This design comes from an exercise in tuning for a short achievable clock period and few clock cycles on the open sky130 flow, not from production work.
Only simulation tests tie the RTL to the original design; equivalence was not proved.
Power figures rest on the tool's default switching activity, not on a simulated workload.

===== flow/constraint.sdc =====
create_clock -name core_clock -period 12.0 [get_ports {clk}]
set_input_delay 2.4000 -clock core_clock [delete_from_list [all_inputs] [get_ports {clk}]]
set_output_delay 2.4000 -clock core_clock [all_outputs]
set_load 0.01 [all_outputs]

===== flow/run.sh =====
#!/bin/bash
# synth_recipe.tcl (not shown) runs the flow's synth.tcl, then flattens the netlist and writes it again
# the make line also repeats each setting of config.mk as NAME=value (left out here)
make -C /OpenROAD-flow-scripts/flow DESIGN_CONFIG=/design/flow/config.mk WORK_HOME=/design/flow/orfs CLKGATE_MAP_FILE= SYNTH_SCRIPT=/design/flow/synth_recipe.tcl finish

===== flow/config.mk =====
export PLATFORM = sky130hd
export DESIGN_NAME = tc_core
export DESIGN_NICKNAME = tc_core
export VERILOG_FILES = /design/flow/design.v
export SDC_FILE = /design/flow/constraint.sdc
export NUM_CORES = 4
export LEC_CHECK = 0
export CAP_MARGIN = 20
export CORE_MARGIN = 2
export CORE_UTILIZATION = 40
export PLACE_DENSITY = 0.6
export SLEW_MARGIN = 20

===== flow/design.v =====
module tc_decoder (
    input  wire [31:0] opcode,
    output reg         valid,
    output reg  [2:0]  operation,
    output reg  [1:0]  mode
);
    localparam OP_ADD = 3'd0, OP_MUL = 3'd1, OP_COPY = 3'd2, OP_GT = 3'd3, OP_EQ = 3'd4;
    localparam M_RR = 2'd0, M_RI = 2'd1, M_IR = 2'd2;
    always @* begin
        valid = 1'b1;
        case (opcode)
            32'd0:   begin operation = OP_ADD;  mode = M_RR; end  
            32'd1:   begin operation = OP_ADD;  mode = M_RI; end  
            32'd2:   begin operation = OP_MUL;  mode = M_RR; end  
            32'd3:   begin operation = OP_MUL;  mode = M_RI; end  
            32'd4:   begin operation = OP_COPY; mode = M_RI; end  
            32'd5:   begin operation = OP_COPY; mode = M_IR; end  
            32'd6:   begin operation = OP_GT;   mode = M_IR; end  
            32'd7:   begin operation = OP_GT;   mode = M_RI; end  
            32'd8:   begin operation = OP_GT;   mode = M_RR; end  
            32'd9:   begin operation = OP_EQ;   mode = M_IR; end  
            32'd10:  begin operation = OP_EQ;   mode = M_RI; end  
            32'd11:  begin operation = OP_EQ;   mode = M_RR; end  
            default: begin operation = OP_ADD;  mode = M_RR; valid = 1'b0; end
        endcase
    end
endmodule
module tc_resolver (
    input  wire [1:0]  mode,
    input  wire [31:0] a,
    input  wire [31:0] b,
    input  wire [31:0] x0,
    input  wire [31:0] x1,
    input  wire [31:0] x2,
    input  wire [31:0] x3,
    output reg  [31:0] v1,
    output reg  [31:0] v2,
    output wire        fault
);
    localparam M_RR = 2'd0, M_RI = 2'd1, M_IR = 2'd2;
    wire a_is_reg = (mode == M_RR) || (mode == M_RI);
    wire b_is_reg = (mode == M_RR) || (mode == M_IR);
    wire a_ok = (a[31:2] == 30'd0);    
    wire b_ok = (b[31:2] == 30'd0);
    reg [31:0] xa, xb;
    always @* begin
        case (a[1:0])
            2'd0: xa = x0;
            2'd1: xa = x1;
            2'd2: xa = x2;
            default: xa = x3;
        endcase
        case (b[1:0])
            2'd0: xb = x0;
            2'd1: xb = x1;
            2'd2: xb = x2;
            default: xb = x3;
        endcase
        v1 = a_is_reg ? xa : a;
        v2 = b_is_reg ? xb : b;
    end
    assign fault = (a_is_reg && !a_ok) || (b_is_reg && !b_ok);
endmodule
module tc_alu (
    input  wire [2:0]  operation,
    input  wire [31:0] v1,
    input  wire [31:0] v2,
    output reg  [31:0] result
);
    localparam OP_ADD = 3'd0, OP_MUL = 3'd1, OP_COPY = 3'd2, OP_GT = 3'd3, OP_EQ = 3'd4;
    always @* begin
        case (operation)
            OP_ADD:  result = v1 + v2;
            OP_MUL:  result = v1 * v2;
            OP_COPY: result = v2;
            OP_GT:   result = {31'd0, $signed(v1) > $signed(v2)};
            OP_EQ:   result = {31'd0, v1 == v2};
            default: result = 32'd0;
        endcase
    end
endmodule
module tc_core (
    input  wire         clk,
    input  wire         rst,         
    input  wire [31:0]  prog_len,
    output wire [31:0]  imem_addr,
    input  wire [127:0] imem_data,
    output wire [1:0]   run_state,
    output wire [1:0]   cause,
    output wire [31:0]  r0,
    output wire [31:0]  r1,
    output wire [31:0]  r2,
    output wire [31:0]  r3
);
    localparam RUNNING = 2'd0, HALT_NORMAL = 2'd1, HALT_FAULT = 2'd2;
    reg [31:0] ip;
    reg [31:0] x0, x1, x2, x3;
    reg [1:0]  run;
    wire [31:0] f_op = imem_data[127:96];
    wire [31:0] f_a  = imem_data[95:64];
    wire [31:0] f_b  = imem_data[63:32];
    wire [31:0] f_c  = imem_data[31:0];
    wire ip_out = $signed(ip) < 0 || $signed(ip) >= $signed(prog_len);
    wire       valid;
    wire [2:0] operation;
    wire [1:0] mode;
    tc_decoder u_dec (.opcode(f_op), .valid(valid), .operation(operation), .mode(mode));
    wire [31:0] v1, v2;
    wire        src_fault;
    tc_resolver u_res (.mode(mode), .a(f_a), .b(f_b), .x0(ip), .x1(x1), .x2(x2), .x3(x3),
                       .v1(v1), .v2(v2), .fault(src_fault));
    wire [31:0] result;
    tc_alu u_alu (.operation(operation), .v1(v1), .v2(v2), .result(result));
    wire dst_fault = (f_c[31:2] != 30'd0);
    wire fault     = src_fault || dst_fault;
    wire [31:0] x0_after = (f_c[1:0] == 2'd0) ? result : ip;
    always @(posedge clk) begin
        if (rst) begin
            ip  <= 32'd0;
            x0  <= 32'd0;
            x1  <= 32'd0;
            x2  <= 32'd0;
            x3  <= 32'd0;
            run <= RUNNING;
        end else if (run == RUNNING) begin
            x0 <= ip;                                    
            if (ip_out) begin
                run <= HALT_NORMAL;                      
            end else if (!valid) begin
                ip <= ip + 32'd1;                        
            end else if (fault) begin
                run <= HALT_FAULT;
            end else begin
                case (f_c[1:0])
                    2'd0: x0 <= result;
                    2'd1: x1 <= result;
                    2'd2: x2 <= result;
                    default: x3 <= result;
                endcase
                ip <= x0_after + 32'd1;
            end
        end
    end
    assign imem_addr = ip;
    assign run_state = run;
    assign cause     = (run == HALT_FAULT) ? 2'd1 : 2'd0;
    assign r0 = x0;
    assign r1 = x1;
    assign r2 = x2;
    assign r3 = x3;
endmodule

==> run summary <==
-- where the power goes --
part | total (uW) | internal (uW) | switching [uW]
Clock | 560 | 293 | 268
Combinational | 198 | 89.6 | 108
Sequential | 542 | 539 | 3.00
-- layout make-up --
type,instances,area share
multi-input combinational,2594,0.627
timing repair buffer,785,0.187
sequential,162,0.0857
inverter,533,0.0533
tap,959,0.0317
clock buffer,18,0.0113
clock inverter,14,0.00397
-- metal layers --
layer | vias to the layer above | wire [um]
met5 | - | 16
met4 | 2 | 5860
met3 | 256 | 11000
met2 | 1390 | 56400
met1 | 14203 | 51400
li1 | 12619 | -
-- cells by family (layout without fill, tap and decap cells) --
family | Yosys count | in the layout | share of synthesized area
simple gates | 1120 | 1120 | 0.167
buf+inv | 698 | 1350 | 0.0925
fa+ha+maj | 632 | 632 | 0.375
compound gates | 502 | 502 | 0.114
mux | 234 | 234 | 0.108
flops | 162 | 162 | 0.111
xor+xnor | 105 | 105 | 0.0319
other cells | 1 | 1 | 0.000128
-- cell usage in the layout, fill, tap and decap left out, drive strengths merged, types with 15 or more instances in the layout --
| master | netlist | layout |
|---|---|---|
| buf | 44 | 465 |
| o211ai | 43 | 43 |
| a211oi | 21 | 21 |
| ha | 223 | 223 |
| o21a | 18 | 18 |
| clkinv | 19 | 20 |
| clkbuf | 121 | 19 |
| o21bai | 18 | 18 |
| nand4 | 26 | 26 |
| dlymetal6s2s | 0 | 19 |
| mux4 | 62 | 62 |
| fa | 409 | 409 |
| clkdlybuf4s50 | 0 | 300 |
| dfxtp | 162 | 162 |
| nor3 | 21 | 21 |
| nand2b | 30 | 30 |
| nor4 | 38 | 38 |
| nand2 | 361 | 361 |
| a21oi | 153 | 153 |
| o21ai | 71 | 71 |
| nor2 | 508 | 508 |
| xnor2 | 84 | 84 |
| mux2i | 132 | 132 |
| mux2 | 40 | 40 |
| nand3 | 40 | 40 |
| xor2 | 20 | 20 |
| and2 | 23 | 23 |
| and3 | 15 | 15 |
| inv | 514 | 520 |
| a21o | 35 | 35 |
| a31oi | 29 | 29 |
-- worst paths after layout --
kind             to  slack (ns)
min           x0[6]        0.46
min reg2reg   x0[6]        0.46
max          ip[30]        0.19
max reg2reg  ip[30]        2.66
-- flip-flops by register name (all words and copies together), names as in the netlist --
register / flops
x2: 32
x1: 32
x3: 32
x0: 32
ip: 32
run: 2
-- repair_timing --
| item | 4_1_cts | 5_1_grt |
|---|---|---|
| resized for setup | 7 | 108 |
| pin swaps | 0 | 38 |
| endpoints found under the setup margin | 7 | 26 |
| gates cloned | 0 | 1 |
| setup buffers | 0 | 34 |
-- cells in the mapped netlist, drive strengths merged (15+ instances only) --
| master | number |
|---|---|
| inv | 514 |
| nor2 | 508 |
| fa | 409 |
| nand2 | 361 |
| ha | 223 |
| dfxtp | 162 |
| a21oi | 153 |
| mux2i | 132 |
| clkbuf | 121 |
| xnor2 | 84 |
| o21ai | 71 |
| mux4 | 62 |
| buf | 44 |
| o211ai | 43 |
| mux2 | 40 |
| nand3 | 40 |
| nor4 | 38 |
| a21o | 35 |
| nand2b | 30 |
| a31oi | 29 |
| nand4 | 26 |
| and2 | 23 |
| a211oi | 21 |
| nor3 | 21 |
| xor2 | 20 |
| clkinv | 19 |
| o21a | 18 |
| o21bai | 18 |
| and3 | 15 |
-- critical path: cells and delay by family --
family	cells	cell delay [ns]
AND/OR/NAND/NOR	7	1.71
buffers and inverters	11	1.75
multiplexers	1	0.22
adder cells (fa/ha/maj)	9	4.49
XOR/XNOR	1	0.35
AO/OA/AOI/OAI	7	1.24
-- per-stage QoR --
stage	cell area (um^2)	setup TNS, ns
global placement	36500	-6.80
detailed placement	36500	-7.75
global route	37900	-0.355
CTS	37100	0
floorplan	29300	0
finish	37900	0
==> run summary <==
* HP Class: flip-flop to flip-flop
* CTS tree: built
* Multi-input logic area at 23700 um^2
* Largest cells by area after synthesis: fa_1, dfxtp_1, ha_1, inv_1, nor2_1
* CP arrival at 12.18 ns
* Distinct cells, synth at 96
* Grt met1 use at 0.448
* Yosys warnings at 4
* Final setup fails at 0
* Worst R2R Path Depth at 33
* Site Rows at 99
* Hold WS at 0.456 ns
* H-tree levels at 4
* Avg Vias per Cell at 5.62
* CP dominant cell by count: fa_1
* Post-route ant nets at 0
* Crit. End Element: flip-flop
* Final HPWL DP at 104000 um
* DIE AREA at 75300 um^2
* Max capacitance violation total at 0
* Worst clock skew at 0.0136 ns
* Worst-skew pair later-pin latency at 0.46 ns
* Syn nets at 4248
* Total grt overflow at 0
* Final hold violation count at 0
* Drt total wl at 125000 um
* HP Start: x0[6]
* I/O pin count at 326
* Pre-CTS setup slack at -0.692 ns
* Critical path data required time at 12.38 ns
* Dpl cells at 4999
* Max Root-Sink Buffers at 2
* Starting Density at 0.402
* Met3 Track Usage GR at 0.0576
* Post-Synthesis Cells at 3454
* DR pass1 iterations at 6
* Routed len/inst at 24.6 um
* Initial DRC Count at 2715
* Die width at 274 um
* CTS hold repair buffers at 0
* Post-layout net count at 4887
* First-pass GRT wire length at 186000 um
* Leading area contributor after synthesis: fa_1
* GR Util met2 at 0.535
* Yosys reg bits at 162
* Vias in the first global route at 28.7k
* TritonCTS Sinks at 162
* Total power at 1300 uW
* Worst R2R Start: ip[3]
* CP startpoint: imem_data[113]
* Reg area at 3240 um^2
* Hold depth at 2
* Asr flop ratio synth at 0
* Largest net degree at the start of global routing at 94
* Port Buffers at 324
* Post-Layout Cell Count at 5065
* Mapped Area at 29300 um^2
* Worst setup SP type: input pin
* RD Place Congestion at 1.00
* Outcome: timing/DRC/antenna clean
* Remaining DRCs at 0
* # diodes at 0
* Post-synth EDFFs at 0
* Synth top area share at 0.280
* Top_reg_cell synth: dfxtp_1
* Clock slew at reported path FFs at 0.07 ns
* Total track usage at 0.333
* Syn_area_per_cell at 8.47 um^2
* P per Cell Area at 34.3 nW/um^2
* Maximum clock rate at 84.7 MHz
* Area grow syn2layout at 29.4%
* Vias at 28.5k
* Gr busiest metal: met2
* Share of cells above drive strength 1 at 0.173
* WS Path Type: input pin to flip-flop
* Die height at 274 um
* CP peak stage delay at 0.59 ns
* Core footprint at 72700 um^2
* CP max FO at 11
* Worst VDD drop at 85.9 uV
* Final worst path period share at 0.984
* Final Max Tran Viols at 0
* Slew headroom at 0.278
* Fill count at 6959
* CTS buffer count at 17
* Leakage at 0.0172 uW
* Finished Core Util at 0.521
* Seq/Total Area, Yosys at 0.111
* Tmin final at 11.81 ns
* Slew @ Worst Pin at 1.08 ns
* Crit path max-delay cell type: fa_1
* Initial antenna violation count at 3
* Clk root buf: clkbuf_16
* Final Worst Setup Slack at 0.194 ns
Testbench counts, summed over its fixed seeds: cycles 64,340.

## afterwards: timing with drivers on the ports
Ports are ideal in the flow. The routed layout listed here was re-timed in OpenROAD. Step 1 (the two cells are an assumption about what drives the block):
set clk [get_ports {clk}]
set_driving_cell -lib_cell sky130_fd_sc_hd__clkbuf_16 $clk
set_driving_cell -lib_cell sky130_fd_sc_hd__buf_2 [delete_from_list [all_inputs] $clk]
Step 2 times the ports against the registers' clock, not the clock port: input delays grow and output delays shrink by t, the midpoint of the rising clock arrivals with the driver on. Slacks: ideal ports / drivers / drivers and shift; pairs: ideal ports / drivers.
t (ns): 0.502
slack for setup (ns): 0.194 / 0.223 / -0.279
latest minus earliest clock arrival (ns): 0.013 / 0.013
cell pins on the clock port's net: 1
Met with ideal ports but missed after step 2: setup timing in this run. The setup slack of this run moves by +0.029 ns with the drivers and by -0.473 ns with both steps.
